Context: an optimization exercise on an open-source flow, tuned for small area. The choices shown serve that exercise and are no tape-out recipe. Function was checked by simulation only, so behaviour that the tests miss may differ from the original.

<file path="design/flow/run.sh">
#!/bin/bash
# synth_recipe.tcl (not shown) runs the flow's synth.tcl, then flattens the netlist and writes it again
# the make line also repeats each setting of config.mk as NAME=value (left out here)
make -C /OpenROAD-flow-scripts/flow DESIGN_CONFIG=/design/flow/config.mk WORK_HOME=/design/flow/orfs CLKGATE_MAP_FILE= SYNTH_SCRIPT=/design/flow/synth_recipe.tcl finish
</file>
<file path="design/flow/config.mk">
export PLATFORM = sky130hd
export DESIGN_NAME = xbee_rx
export DESIGN_NICKNAME = xbee_rx
export VERILOG_FILES = /design/flow/design.v
export SDC_FILE = /design/flow/constraint.sdc
export NUM_CORES = 4
export LEC_CHECK = 0
export CAP_MARGIN = 35
export CORE_MARGIN = 2
export CORE_UTILIZATION = 15
export PLACE_DENSITY = 0.3
export SLEW_MARGIN = 20
</file>
<file path="design/flow/constraint.sdc">
create_clock -name core_clock -period 14.0 [get_ports {clk}]
set_input_delay 2.8000 -clock core_clock [delete_from_list [all_inputs] [get_ports {clk}]]
set_output_delay 2.8000 -clock core_clock [all_outputs]
set_load 0.01 [all_outputs]
</file>
<file path="design/flow/design.v">
module xbee_rx (
    input  wire        clk,
    input  wire        rst,             
    input  wire        in_valid,
    output wire        in_ready,
    input  wire [7:0]  in_op,           
    input  wire [7:0]  in_arg,          
    output reg         out_valid,
    input  wire        out_ready,
    output reg  [1:0]  out_kind,        
    output reg  [3:0]  out_code,        
    output wire [63:0] out_src64,
    output wire [15:0] out_src16,
    output wire [7:0]  out_options,
    output wire [15:0] out_length,
    output wire [7:0]  out_checksum,
    output reg  [8:0]  out_data_len,
    input  wire [7:0]  rd_addr,
    output wire [7:0]  rd_data
);
    localparam OP_CONNECT    = 8'h01;
    localparam OP_STOP       = 8'h02;
    localparam OP_RX_BYTE    = 8'h04;
    localparam OP_RX_ERROR   = 8'h05;
    localparam OP_RX_TIMEOUT = 8'h06;
    localparam DELIM     = 8'h7E;
    localparam TYPE_RX   = 8'h90;
    localparam RX_FIXED  = 11;
    localparam DATA_CAP  = 256;
    localparam BODY_CAP  = RX_FIXED + DATA_CAP;    
    localparam K_STATUS = 2'd0;
    localparam K_FRAME  = 2'd1;
    localparam K_DROP   = 2'd2;
    localparam K_ERROR  = 2'd3;
    localparam E_OK           = 4'd0;
    localparam E_CONNECTION   = 4'd1;
    localparam E_ALREADY      = 4'd2;
    localparam E_TRANSPORT_RD = 4'd6;
    localparam E_TIMEOUT      = 4'd8;
    localparam E_ZERO_LENGTH  = 4'd9;
    localparam E_CHECKSUM     = 4'd10;
    localparam E_UNKNOWN_TYPE = 4'd11;
    localparam E_SHORT        = 4'd12;
    localparam E_OVERSIZE     = 4'd13;
    localparam S_IDLE  = 3'd0;
    localparam S_DELIM = 3'd1;
    localparam S_LENHI = 3'd2;
    localparam S_LENLO = 3'd3;
    localparam S_TYPE  = 3'd4;
    localparam S_BODY  = 3'd5;
    localparam S_CKSUM = 3'd6;
    reg [2:0]  rx_state;
    reg [15:0] rx_len;
    reg [7:0]  rx_type;
    reg [7:0]  rx_sum;
    reg [15:0] rx_count;
    reg [7:0]  rx_ck;
    reg [7:0]  body [0:BODY_CAP-1];
    wire       take = in_valid & in_ready;
    wire [7:0] b    = in_arg;
    assign in_ready = ~out_valid;
    wire [7:0]  sum_all   = rx_sum + b;
    wire [15:0] n_payload = rx_len - 16'd12;       
    reg [3:0] dec_code;
    always @* begin
        if (sum_all != 8'hFF)
            dec_code = E_CHECKSUM;
        else if (rx_type != TYPE_RX)
            dec_code = E_UNKNOWN_TYPE;
        else if (rx_len < 16'd12)
            dec_code = E_SHORT;
        else if (rx_len > 16'd12 + DATA_CAP)
            dec_code = E_OVERSIZE;
        else
            dec_code = E_OK;
    end
    reg [8:0] zlen;
    reg       zfound;
    integer   i;
    always @* begin
        zlen   = n_payload[8:0];
        zfound = 1'b0;
        for (i = 0; i < DATA_CAP; i = i + 1) begin
            if (!zfound && i < n_payload && body[RX_FIXED + i] == 8'h00) begin
                zlen   = i;
                zfound = 1'b1;
            end
        end
    end
    always @(posedge clk) begin
        if (rst) begin
            rx_state  <= S_IDLE;
            rx_len    <= 16'd0;
            rx_type   <= 8'd0;
            rx_sum    <= 8'd0;
            rx_count  <= 16'd0;
            rx_ck     <= 8'd0;
            out_valid <= 1'b0;
            out_kind  <= K_STATUS;
            out_code  <= E_OK;
            out_data_len <= 9'd0;
        end else begin
            if (out_valid && out_ready)
                out_valid <= 1'b0;
            if (take) begin
                case (in_op)
                OP_CONNECT: begin
                    out_valid <= 1'b1;
                    out_kind  <= K_STATUS;
                    if (rx_state != S_IDLE)
                        out_code <= E_ALREADY;
                    else if (!in_arg[0])
                        out_code <= E_CONNECTION;
                    else begin
                        out_code <= E_OK;
                        rx_state <= S_DELIM;
                        rx_len   <= 16'd0;
                        rx_type  <= 8'd0;
                        rx_sum   <= 8'd0;
                        rx_count <= 16'd0;
                    end
                end
                OP_STOP: begin
                    out_valid <= 1'b1;
                    out_kind  <= K_STATUS;
                    out_code  <= E_OK;
                    rx_state  <= S_IDLE;
                end
                OP_RX_ERROR: begin
                    if (rx_state != S_IDLE) begin
                        out_valid <= 1'b1;
                        out_kind  <= K_ERROR;
                        out_code  <= E_TRANSPORT_RD;
                        rx_state  <= S_DELIM;
                    end
                end
                OP_RX_TIMEOUT: begin
                    if (rx_state != S_IDLE && rx_state != S_DELIM) begin
                        out_valid <= 1'b1;
                        out_kind  <= K_ERROR;
                        out_code  <= E_TIMEOUT;
                        rx_state  <= S_DELIM;
                    end
                end
                OP_RX_BYTE: begin
                    case (rx_state)
                    S_DELIM: begin
                        if (b == DELIM)
                            rx_state <= S_LENHI;
                    end
                    S_LENHI: begin
                        rx_len   <= {b, 8'h00};
                        rx_state <= S_LENLO;
                    end
                    S_LENLO: begin
                        rx_len   <= {rx_len[15:8], b};
                        rx_state <= S_TYPE;
                    end
                    S_TYPE: begin
                        rx_type  <= b;
                        rx_sum   <= b;
                        rx_count <= 16'd0;
                        if (rx_len == 16'd0) begin
                            out_valid <= 1'b1;
                            out_kind  <= K_DROP;
                            out_code  <= E_ZERO_LENGTH;
                            rx_state  <= S_DELIM;
                        end else if (rx_len == 16'd1)
                            rx_state <= S_CKSUM;
                        else
                            rx_state <= S_BODY;
                    end
                    S_BODY: begin
                        rx_count <= rx_count + 16'd1;
                        rx_sum   <= rx_sum + b;
                        if (rx_count + 16'd1 == rx_len - 16'd1)
                            rx_state <= S_CKSUM;
                    end
                    S_CKSUM: begin
                        rx_ck     <= b;
                        out_valid <= 1'b1;
                        out_code  <= dec_code;
                        out_kind  <= (dec_code == E_OK) ? K_FRAME : K_DROP;
                        out_data_len <= zlen;
                        rx_state  <= S_DELIM;
                    end
                    default: ;    
                    endcase
                end
                default: ;        
                endcase
            end
        end
    end
    integer j;
    always @(posedge clk) begin
        for (j = 0; j < BODY_CAP; j = j + 1)
            if (take && in_op == OP_RX_BYTE && rx_state == S_BODY && rx_count == j)
                body[j] <= b;
    end
    assign out_src64    = {body[0], body[1], body[2], body[3],
                           body[4], body[5], body[6], body[7]};
    assign out_src16    = {body[8], body[9]};
    assign out_options  = body[10];
    assign out_length   = rx_len;
    assign out_checksum = rx_ck;
    assign rd_data      = body[RX_FIXED + rd_addr];
endmodule
</file>
==> summary.txt <==
==> cell families (layout without fill, tap and decap cells) <==
kind of cell	Yosys count	in the layout	share of synthesized area [%]
buf+inv	337	1947	1.40
xor+xnor	54	54	0.486
fa+ha+maj	22	22	0.291
flops	2211	2211	67.5
compound gates	2068	2068	15.9
simple gates	2777	2777	14.3
other cells	0	238	0
mux	16	16	0.166
==> repair_timing <==
item,4_1_cts,5_1_grt
resized for setup,1,1
hold buffers,0,0
endpoints found under the setup margin,1,1
cloned,0,0
==> metal layers <==
layer	vias up	track usage [%]
met1	54273	48.0
met5	-	0
li1	34141	-
met3	1814	11.6
met2	8158	55.9
met4	84	26.6
==> registers in the layout, summed over array words and instances, names as in the netlist, 2 cells and up <==
signal,count
body,2136
rx_count,16
rx_len,16
out_data_len,9
rx_ck,8
rx_sum,8
rx_type,8
out_code,4
rx_state,3
out_kind,2
==> Yosys cell counts (15+ instances only) <==
cell	number
o32ai_1	22
a22oi_1	551
nand3_1	188
buf_1	21
mux2i_1	15
a22o_1	197
or4_1	82
buf_2	18
o221ai_1	16
dfxtp_1	75
a31oi_1	71
nand2b_1	49
a32oi_1	16
nor3b_1	15
nor2b_1	39
or3_1	28
inv_1	52
and2_1	25
xnor2_1	40
or2_2	28
a222oi_1	87
nand2_1	501
o21bai_1	18
nor3_1	125
a21oi_1	219
a41oi_1	38
nand4_1	181
o2111ai_1	36
o21ai_0	214
a21o_1	28
a21boi_0	16
a211oi_1	48
and3_1	39
ha_1	21
nor2_1	883
o31ai_1	20
o211ai_1	41
o22ai_1	69
a221oi_1	182
nor4_1	524
clkbuf_1	231
edfxtp_1	2136
o21a_1	17
==> through the flow <==
stage          util (%)  setup TNS, ns  area (sq um)
3_3_place_gp       18.3         -0.559        118000
6_report           20.5              0        132000
3_5_place_dp       18.8         -0.142        121000
4_1_cts            20.3              0        131000
5_1_grt            20.4              0        132000
2_1_floorplan         -              0         97300
==> final timing paths <==
| check | from | endpoint | depth (start not counted) |
|---|---|---|---|
| setup reg to reg | rx_len[4] | out_data_len[2] | 21 |
| setup / recovery | rd_addr[1] | rd_data[0] | 20 |
| hold reg to reg | rx_type[5] | rx_type[5] | 2 |
| hold / removal | rx_type[5] | rx_type[5] | 2 |
==> worst reg2reg max path: cells and delay by family (launching register included) <==
family / cells / cell delay [ns]
AND/OR/NAND/NOR: 11 / 5.50
buffers and inverters: 6 / 1.71
AO/OA/AOI/OAI: 4 / 1.55
flip-flops: 1 / 0.29
==> report_power, final <==
| part | switching [mW] | internal (mW) |
|---|---|---|
| Sequential | 0.000198 | 7.25 |
| Combinational | 0.563 | 0.120 |
| Clock | 3.58 | 4.50 |
| Total | 4.14 | 11.9 |
==> layout make-up <==
cell class | instances | area [sq um]
repair buffers | 1353 | 12600
flip-flops and latches | 2211 | 65600
multi-input cells | 4937 | 32500
diodes | 238 | 596
fillers | 69496 | 514000
clock buffers | 353 | 7750
well taps | 8613 | 10800
inverters | 52 | 195
clock inverters | 189 | 2050
==> placed cells by master, fill, tap and decap left out, drive strengths merged, types with 39 or more instances in the layout <==
cell	instances
edfxtp	2136
buf	1185
nor2	883
a22oi	551
nor4	531
nand2	501
clkbuf	364
diode	238
o21ai	225
a21oi	219
a22o	197
nand3	190
a221oi	182
nand4	181
clkdlybuf4s50	154
nor3	131
clkinv	130
a222oi	87
or4	82
dfxtp	75
a31oi	71
o22ai	69
inv	63
nand2b	49
a211oi	49
o211ai	41
xnor2	40
nor2b	39
and3	39
==> reports/metrics.cfg <==
[detailed_routing]
met3_length_um=117000
finalWirelength_um=1300000
dr.pass1.iters=10
routed.top_layer=met5
drt_iter0_markers=19096
wl_met1_um=529000
via_count=98470
avgViaCountPerCell=5.49
drc=0
antenna_left=0
wl_per_cell_um=72.4
dr_wl_met2_um=543000

[synthesis]
yosysSeqAreaShare_pct=67.5
yosys-top-cells-area=edfxtp_1 66%, a22oi_1 4.3%, nor2_1 3.4%, nor4_1 3.4%, nand2_1 1.9%
synth_area_sq_mm=0.0973
synth-main-ff-cell=edfxtp_1
synth.avg_cell_area_sq_um=13.0
ys_ff_latch=2211
synth_top_area_share_pct=65.9
synth_top_cell_by_area=edfxtp_1
synth_edf_count=2136
ys_warn_count=2
synth.distinct_cells=106
synth_cells=7485
async_flop_share_pct=0
synth_nets=7535

[sta]
relSlewSlack_pct=12.9
rsz0062_at_grt=no
hold_ws_ns=0.453
finalSetupViolations=0
worst_pin_slew_ns=1.31
drv_slew=0
timing.final.crit_period_ns=13.97
finalHoldViolCount=0
finalCritPeriodShare_pct=99.8
skew_ns=0.0980
max_freq_mhz=71.6
worst_slack_ns=0.0349

[clocking]
clock_sinks=2211
cts_buffer_depth=4
cts_setup_buffers=0
insertion_delay_ns=1.09
clkSlewWorstSetupHoldPaths_ns=0.05
htreeDepth=5
cts-root-buf=clkbuf_16
cts_tree=yes
cts-buffers-inserted=301

[worst_setup_path]
worst_path_largest_cell_delay_ns=0.84
cpMaxStageDelayCell=a221oi_1
crit_required_ns=11.20
cp-end-kind=output pin
cpMostUsedCell=buf_4
path_delay_family=simple AND/OR/NAND/NOR gates
critPathMaxFanout=20
path_class=in2out
cp-start-kind=input pin
ff2ff_setup_slack_ns=4.86
path_buf_inv=7
crit_chain=clkdlybuf4s50_1 > or2_2 > a21oi_2 > xnor2_1 > nor2b_1 > nand2_1 > buf_12 > nor2_1 > buf_4 > a22o_1 > a221oi_1 > buf_4 > nand4_1 > nor4_4 > buf_4 > nand2_1 > nor3_1 > nand4_1 > buf_4 > clkdlybuf4s50_1
worstPathArrival_ns=11.17

[placed_design]
place_ws_ns=-0.142
gp_congestion=1.06
port_buffers=164
hpwlAfterDp_um=1100000
post-place-cells=17129

[status]
outcome=no timing/DRC/antenna violations

[floorplanning]
rows=295
initial_core_util_pct=15.1
io-pin-count=165
die_w_um=809
die-height_um=809
coreArea_sq_mm=0.646
dieArea_sq_mm=0.655

[power]
ir_worst_vdd_mv=0.0975
power_density_mw_per_mm2=121
p_total_mw=16.0
p_leak_nw=40.9

[final_layout]
final_cells=17946
drive_gt1_share_pct=23.3
area_growth_pct=35.8
fin_nets=8906

[global_route]
grt_pass1_vias=85852
antenna_found_initial=405
grt_usage_pct=38.2
grt_max_degree=70
overflow=0
grt_pass1_wl_um=1500000

[hold_path]
hp-class=reg2reg

[run]
max_cap_violations=0

[port drivers added, routing unchanged]
In the flow no input, the clock included, has a driving cell. The finished layout below was timed again as built, in two steps. Step 1 (the two cells are an assumption about what drives the block):
set clk [get_ports {clk}]
set_driving_cell -lib_cell sky130_fd_sc_hd__clkbuf_16 $clk
set_driving_cell -lib_cell sky130_fd_sc_hd__buf_2 [delete_from_list [all_inputs] $clk]
Step 2, shift: input delay + t, output delay - t, t = (earliest + latest rising clock arrival at the registers) / 2. This alone moves slack from input paths to output paths. Three values: ideal, step 1, step 2; two values: the first two.
t (ns): 1.164
setup slack, ns: 0.035 / 0.006 / 0.006
hold slack, ns: 0.453 / 0.453 / 0.453
latest minus earliest clock arrival (ns): 0.108 / 0.108
cell pins on the clock port's net: 1
After both steps this run still meets setup and hold. The setup slack of this run moves by -0.029 ns with the drivers and by -0.029 ns with both steps.
